Source: an optimization exercise on an open RTL-to-GDS flow (aim: small area, a short achievable clock period and few clock cycles per item). Production flows keep margins and buffers that such runs may drop.
Only simulation tests tie the RTL to the original design; equivalence was not proved.
No activity file was given, so power comes from the tool's default toggle rates.

== run 1 ==
// radio_mode_fsm
module radio_mode_fsm #(
    parameter [7:0]  CHANNEL_RESET = 8'h0B,
    parameter [15:0] CCACFG_RESET  = 16'h0000
) (
    input  wire        clk,
    input  wire        rst,             
    input  wire        in_valid,
    output wire        in_ready,
    input  wire        in_kind,         
    input  wire [31:0] in_word,
    input  wire [31:0] in_arg,
    input  wire        in_abortable,    
    input  wire        in_ack_req,      
    input  wire [31:0] pool_handle,
    output wire        pool_take,
    output wire        rsp_valid,
    output wire [31:0] rsp_word,
    output wire        out_valid,
    output wire [31:0] out_w0,
    output wire [31:0] out_w1,
    output wire [1:0]  need,
    output reg  [7:0]  hw_channel,
    output reg  [15:0] hw_cca,
    output wire [7:0]  fault
);
    localparam [4:0] ST_DIS   = 5'b00_000, ST_SLEEP = 5'b00_001,
                     ST_WT    = 5'b01_000, ST_WRF   = 5'b01_001,
                     ST_RXH   = 5'b01_010, ST_RXF   = 5'b01_011,
                     ST_ED    = 5'b01_100, ST_CCA   = 5'b01_101,
                     ST_TXACK = 5'b10_000, ST_CCATX = 5'b10_001,
                     ST_TXF   = 5'b10_010, ST_RXACK = 5'b10_011,
                     ST_CC    = 5'b10_100;
    localparam [3:0] E_RXS  = 4'b0000, E_DIS  = 4'b0001,
                     E_AM0  = 4'b0010, E_AM1  = 4'b0011,
  ...
==> flow/config.mk <==
export PLATFORM = sky130hd
export DESIGN_NAME = radio_mode_fsm
export DESIGN_NICKNAME = radio_mode_fsm
export VERILOG_FILES = /design/flow/design.v
export SDC_FILE = /design/flow/constraint.sdc
export NUM_CORES = 4
export LEC_CHECK = 0
export ABC_AREA = 1
export CAP_MARGIN = 20
export CORE_MARGIN = 2
export CORE_UTILIZATION = 45
export PLACE_DENSITY = 0.62
export SETUP_SLACK_MARGIN = 5.0
export SLEW_MARGIN = 20
==> flow/constraint.sdc <==
create_clock -name core_clock -period 8.0 [get_ports {clk}]
set_input_delay 1.6000 -clock core_clock [delete_from_list [all_inputs] [get_ports {clk}]]
set_output_delay 1.6000 -clock core_clock [all_outputs]
set_load 0.01 [all_outputs]
standard.sh (not shown) runs the stock make flow with config.mk's settings and CLKGATE_MAP_FILE= SYNTH_SCRIPT=/design/flow/synth_recipe.tcl, a recipe that flattens the netlist after the stock synthesis.
==> flow/flow/run.sh <==
#!/bin/bash
# The standard layout (standard.sh), with every port buffered by a
# sky130_fd_sc_hd__buf_1 instead of the cell buffer_ports picks by default,
# and clock tree synthesis without dummy loads.
set -euo pipefail
export BUFFER_PORTS_ARGS="-buffer_cell sky130_fd_sc_hd__buf_1"
export CTS_ARGS="-sink_clustering_enable -repair_clock_nets -buf_list sky130_fd_sc_hd__clkbuf_8 -dont_use_dummy_load"
bash standard.sh > standard.log 2>&1
Testbench counts of run 1, summed over its fixed seeds: cycles 33,341, items 32,000.
Modified inputs, run 2 compared to run 1
- PLACE_DENSITY: 0.62 -> 0.64
-- flow/flow/run.sh --
<<< run 1, line 7
export CTS_ARGS="-sink_clustering_enable -repair_clock_nets -buf_list sky130_fd_sc_hd__clkbuf_8 -dont_use_dummy_load"
>>> run 2, line 7
export CTS_ARGS="-sink_clustering_enable -repair_clock_nets -buf_list sky130_fd_sc_hd__clkbuf_4 -dont_use_dummy_load"
[summary]
Hold slack delta (run 2 − run 1): unfavourable. When run 2 is set beside run 1, its required time of the critical path turns out to be 110 ps smaller. In the reports for run 2 and run 1, the smaller number of global-route vias before repair belongs to run 2. [compare] base=run 1 new=run 2: via count decreased by 0.44% relative to the old numbers; total CTS buffers rose 24; worst setup slack rose by 99 ps; combinational power has decreased. Routed wire length (run 2 vs. run 1) decreases by a few percent. Run 2 reports its launching instance or port of the critical path as in_word[29] while run 1 reports in_word[27]. Logic gate share of total power: higher on run 1. Compared with run 1, run 2 shows a lower overall routing resource usage. Layout buffer count excluding clock buffers (run 1 / run 2): 1.14.
Input-level comparison between run 3 and run 2:
- CORE_UTILIZATION now 40, was 45
- PLACE_DENSITY now 0.6, was 0.64
==> flow/flow/run.sh <==
#!/bin/bash
# The standard layout (standard.sh), with every port buffered by a
# sky130_fd_sc_hd__buf_1 instead of the cell buffer_ports picks by default.
set -euo pipefail
export BUFFER_PORTS_ARGS="-buffer_cell sky130_fd_sc_hd__buf_1"
bash standard.sh > standard.log 2>&1
- Run 3 has power in combinational cells above what run 2 had.
- Global-route wire length before repair (run 3 vs. run 2) increases by a few percent
- Compared with run 2, run 3 shows clock buffer instance count of the final layout that has gone down by more than half.
- Fraction of final layout cells sized beyond drive strength 1: run 2 and run 3 compared, higher one is run 3
- Cell count in run 3 is 3.2% higher than in run 2
- On run 3: signal arrival time at the worst endpoint is 310 ps higher than what run 2 gave.
- The worst-case hold slack reported for run 3 is greater than that of run 2 by 7.3 ps.
- Power consumed by the clock network ends up lower on run 2.
- Comparing run 2 and run 3, average detailed-routed wire length per instance is higher on run 3.
- Run 3 vs. run 2: total routed wirelength moved up; worst setup slack decreased 150 ps.
## Diff of input files: run 4 against run 3
- swapping 40 for 45 in CORE_UTILIZATION
- swapping 0.6 for 0.62 in PLACE_DENSITY
- putting CTS_BUF_LIST at sky130_fd_sc_hd__clkbuf_4 where nothing was set
Results
Run 3 has higher growth of design area from synthesis to finish than run 4. Per the comparison of run 4 with run 3, global-route usage shows an increase of 2.5 points; routed wire length now smaller; global-route wire length before repair lost about 3.6%. Relative to run 3, number of nets at the end of the flow increased by 17 in run 4. Of run 3 and run 4, the lower fraction of area in registers belongs to run 3. Run 4 against run 3; total power is down by a little under 10%.
> inputs changed (run 4 -> run 5)
- CTS_BUF_LIST: sky130_fd_sc_hd__clkbuf_4 -> unset
- CORE_UTILIZATION: 45 -> 47
- PLACE_DENSITY: 0.62 -> 0.64
-- flow/flow/run.sh --
<<< run 4, line 3
# sky130_fd_sc_hd__buf_1 instead of the cell buffer_ports picks by default.
>>> run 5, line 3
# sky130_fd_sc_hd__buf_1 instead of the cell buffer_ports picks by default,
# and clock tree synthesis without dummy loads.
<<< run 4, line 6
>>> run 5, line 7
export CTS_ARGS="-sink_clustering_enable -repair_clock_nets -buf_list sky130_fd_sc_hd__clkbuf_4 -dont_use_dummy_load"
Notes after the runs:
Run 5 ran to completion and came out clean on the timing, design-rule and antenna checks. Run 4 → run 5: depth of the worst register-to-register path has increased; worst setup slack saw a decrease; area taken by multi-input logic gates increased about 0.8%. Compared with run 4, run 5 shows a worst slew slack as a fraction of its limit that is 0.35 points lower. Compared to run 4, run 5 has routed wire length 570 microns lower. Clock insertion delay at the later pin of the skew report (higher): run 4.
--- input diff run 5..run 6 ---
- CORE_UTILIZATION now 45, was 47
- PLACE_DENSITY now 0.6, was 0.64
Findings:
Where first-pass GRT wire length is concerned, run 5 is better than run 6. Run 6 packs its core looser than run 5. Run 6 vs run 5: initial cell density of the core down. Going from run 5 to run 6, met3 track utilization from global routing now sits higher, share of the cycle needed by the critical path after routing now sits higher, via count now sits higher.

radio_mode_fsm again, from the RTL that the note above started with.
==> flow/config.mk <==
export PLATFORM = sky130hd
export DESIGN_NAME = radio_mode_fsm
export DESIGN_NICKNAME = radio_mode_fsm
export VERILOG_FILES = /design/flow/design.v
export SDC_FILE = /design/flow/constraint.sdc
export NUM_CORES = 4
export LEC_CHECK = 0
export ABC_AREA = 1
export CAP_MARGIN = 20
export CORE_MARGIN = 2
export CORE_UTILIZATION = 40
export PLACE_DENSITY = 0.6
export SETUP_SLACK_MARGIN = 5.0
export SLEW_MARGIN = 20
==> flow/constraint.sdc <==
create_clock -name core_clock -period 8.0 [get_ports {clk}]
set_input_delay 1.6000 -clock core_clock [delete_from_list [all_inputs] [get_ports {clk}]]
set_output_delay 1.6000 -clock core_clock [all_outputs]
set_load 0.01 [all_outputs]
==> flow/flow/run.sh <==
#!/bin/bash
# The standard layout (standard.sh), with every port buffered by a
# sky130_fd_sc_hd__buf_1 instead of the cell buffer_ports picks by default,
# and clock tree synthesis without dummy loads.
set -euo pipefail
export BUFFER_PORTS_ARGS="-buffer_cell sky130_fd_sc_hd__buf_1"
export CTS_ARGS="-sink_clustering_enable -repair_clock_nets -buf_list sky130_fd_sc_hd__clkbuf_4 -dont_use_dummy_load"
bash standard.sh > standard.log 2>&1
Testbench counts at the start, summed over its fixed seeds: cycles 33,341, items 32,000.
Then changed:
==> flow/flow/run.sh (replaced) <==
#!/bin/bash
# The standard layout (standard.sh), with every port buffered by a
# sky130_fd_sc_hd__buf_1 instead of the cell buffer_ports picks by default.
set -euo pipefail
export BUFFER_PORTS_ARGS="-buffer_cell sky130_fd_sc_hd__buf_1"
bash standard.sh > standard.log 2>&1
CORE_UTILIZATION = 50   (was 40)
CTS_BUF_LIST = sky130_fd_sc_hd__clkbuf_8   (was default)
PLACE_DENSITY = 0.65   (was 0.6)
What happened: The changed run completed with no timing, DRC or antenna violations. Via count is higher by about 0.5%. Power is higher by about 12%. Worst hold slack is better by 24 ps. Die area is lower by 20%. Cell area is higher by 3.4%.
Then changed:
==> flow/flow/run.sh (replaced) <==
#!/bin/bash
# The standard layout (standard.sh), with every port buffered by a
# sky130_fd_sc_hd__buf_1 instead of the cell buffer_ports picks by default,
# and clock tree synthesis without dummy loads.
set -euo pipefail
export BUFFER_PORTS_ARGS="-buffer_cell sky130_fd_sc_hd__buf_1"
export CTS_ARGS="-sink_clustering_enable -repair_clock_nets -buf_list sky130_fd_sc_hd__clkbuf_4 -dont_use_dummy_load"
bash standard.sh > standard.log 2>&1
CORE_UTILIZATION = 45   (was 50)
CTS_BUF_LIST = sky130_fd_sc_hd__clkbuf_4   (was sky130_fd_sc_hd__clkbuf_8)
PLACE_DENSITY = 0.62   (was 0.65)
What happened:
- count of clock-buffer cells in the layout increases by 22
- fmax increases by a few percent
- clock skew increases by 49 ps
- non-clock buffer count decreases by 19
- wire length stays flat
- core utilization decreases by 9.3 points
- die area increases by roughly a tenth
- worst setup slack gets better by 66 ps
Then changed:
==> flow/flow/run.sh (replaced) <==
#!/bin/bash
# The standard layout (standard.sh), with every port buffered by a
# sky130_fd_sc_hd__buf_1 instead of the cell buffer_ports picks by default.
set -euo pipefail
export BUFFER_PORTS_ARGS="-buffer_cell sky130_fd_sc_hd__buf_1"
bash standard.sh > standard.log 2>&1
CORE_UTILIZATION = 50   (was 45)
PLACE_DENSITY = 0.65   (was 0.62)
The changed run finished clean.
Cell count climbs slightly.
First-iteration DRC count climbs by a quarter to a third.
Setup slack gets better by 36 ps.
Clock-buffer cell count climbs by 40.
Design area climbs by a few percent.
Power climbs by about a fifth.
Synthesized area is unchanged.
Routed wire length drops slightly.
Worst hold slack gets better by 25 ps.
Global-route usage climbs by 1.6 points.
Register-to-register slack gets worse by 20 ps.

Another version of the RTL of radio_mode_fsm (not shown whole).
Size: about 1500 cells after synthesis, about 250 flip-flops, ~240 I/O pins, ~13000 um^2 of cells after synthesis.
==> flow/config.mk <==
export PLATFORM = sky130hd
export DESIGN_NAME = radio_mode_fsm
export DESIGN_NICKNAME = radio_mode_fsm
export VERILOG_FILES = /design/flow/design.v
export SDC_FILE = /design/flow/constraint.sdc
export NUM_CORES = 4
export LEC_CHECK = 0
export ABC_AREA = 1
export CAP_MARGIN = 20
export CORE_MARGIN = 2
export CORE_UTILIZATION = 40
export PLACE_DENSITY = 0.6
export SETUP_SLACK_MARGIN = 4.5
export SLEW_MARGIN = 20
==> flow/constraint.sdc <==
create_clock -name core_clock -period 8.0 [get_ports {clk}]
set_input_delay 1.6000 -clock core_clock [delete_from_list [all_inputs] [get_ports {clk}]]
set_output_delay 1.6000 -clock core_clock [all_outputs]
set_load 0.01 [all_outputs]
==> flow/flow/run.sh <==
#!/bin/bash
# The standard layout (standard.sh), with every port buffered by a
# sky130_fd_sc_hd__buf_1 instead of the cell buffer_ports picks by default.
set -euo pipefail
export BUFFER_PORTS_ARGS="-buffer_cell sky130_fd_sc_hd__buf_1"
bash standard.sh > standard.log 2>&1
Testbench counts at the start, summed over its fixed seeds: cycles 33,598, items 32,000.
Rerun with:
--- a/flow/config.mk
+++ b/flow/config.mk
@@ -12,3 +12,4 @@
 export PLACE_DENSITY = 0.6
-export SETUP_SLACK_MARGIN = 4.5
+export SETUP_SLACK_MARGIN = 5.0
 export SLEW_MARGIN = 20
+export TNS_END_PERCENT = 5
The new run finished clean.
Worst setup slack improved by 0.26 ns.
Count of clock-buffer cells in the layout does not change.
Power rises by about 1.5%.
Wire length rises by about 4%.
Area after synthesis does not change.
Utilization rises by 2.3 points.
Die area stays the same.
Sequential cell count is unchanged.
Final cell count rises by 1.5%.
Final area rises by 4.9%.
Rerun with:
--- a/flow/config.mk
+++ b/flow/config.mk
@@ -11,2 +11,3 @@
 export CORE_UTILIZATION = 40
+export CTS_BUF_LIST = sky130_fd_sc_hd__clkbuf_8
 export PLACE_DENSITY = 0.6
@@ -14,2 +15 @@
 export SLEW_MARGIN = 20
-export TNS_END_PERCENT = 5
Effect:
- The changed run passed the timing, design-rule and antenna checks
- via count rose by 0.50%
- worst setup slack improved by 0.065 ns
- routed wire length rose by 0.96%
- area after synthesis stays the same
- power fell by 5.1%
- die area is unchanged
Rerun with:
--- a/flow/config.mk
+++ b/flow/config.mk
@@ -11,3 +11,2 @@
 export CORE_UTILIZATION = 40
-export CTS_BUF_LIST = sky130_fd_sc_hd__clkbuf_8
 export PLACE_DENSITY = 0.6
The new run finished with timing, DRC and antenna clean. Clock power grows by about a fifth. Non-clock buffer count drops by 1. Die area is unchanged. Worst hold slack stays flat. Worst setup slack degrades by 0.044 ns.

==> afterwards: timing with drivers on the ports <==
Ports are ideal in the flow. The routed layouts listed here were re-timed in OpenROAD.
Step 1 assumes that a clkbuf_16 drives the clock port and a buf_2 every other input.
Step 2, shift: input delay + t, output delay - t, t = (earliest + latest rising clock arrival at the registers) / 2. This alone moves slack from input paths to output paths.
a / b / c = ideal ports / drivers / drivers and shift; a / b = the first two.
run	t, ns	setup slack, ns	latest minus earliest clock arrival (ns)
run 1	0.574	4.905 / 4.889 / 4.315	0.037 / 0.036
run 2	0.671	5.003 / 4.992 / 4.321	0.067 / 0.066
run 3	0.591	4.857 / 4.844 / 4.253	0.035 / 0.035
run 4	0.718	5.015 / 4.970 / 4.313	0.048 / 0.048
run 5	0.671	4.983 / 4.970 / 4.298	0.086 / 0.087
run 6	0.663	4.923 / 4.923 / 4.260	0.073 / 0.072
the first run of note 2	0.673	4.966 / 4.957 / 4.284	0.080 / 0.080
the second run of note 2	0.587	4.931 / 4.911 / 4.324	0.027 / 0.027
the third run of note 2	0.674	4.997 / 5.008 / 4.334	0.074 / 0.074
the fourth run of note 2	0.700	5.033 / 5.033 / 4.333	0.042 / 0.043
the first run of note 3	0.591	4.577 / 4.585 / 3.994	0.021 / 0.020
the second run of note 3	0.591	4.842 / 4.838 / 4.246	0.025 / 0.025
the third run of note 3	0.593	4.907 / 4.899 / 4.305	0.041 / 0.041
the fourth run of note 3	0.609	4.863 / 4.857 / 4.248	0.016 / 0.016
After both steps every run listed still meets setup and hold. For run 4, which loses most, drivers alone change the setup slack by -0.045 ns; drivers and shift together by -0.702 ns.
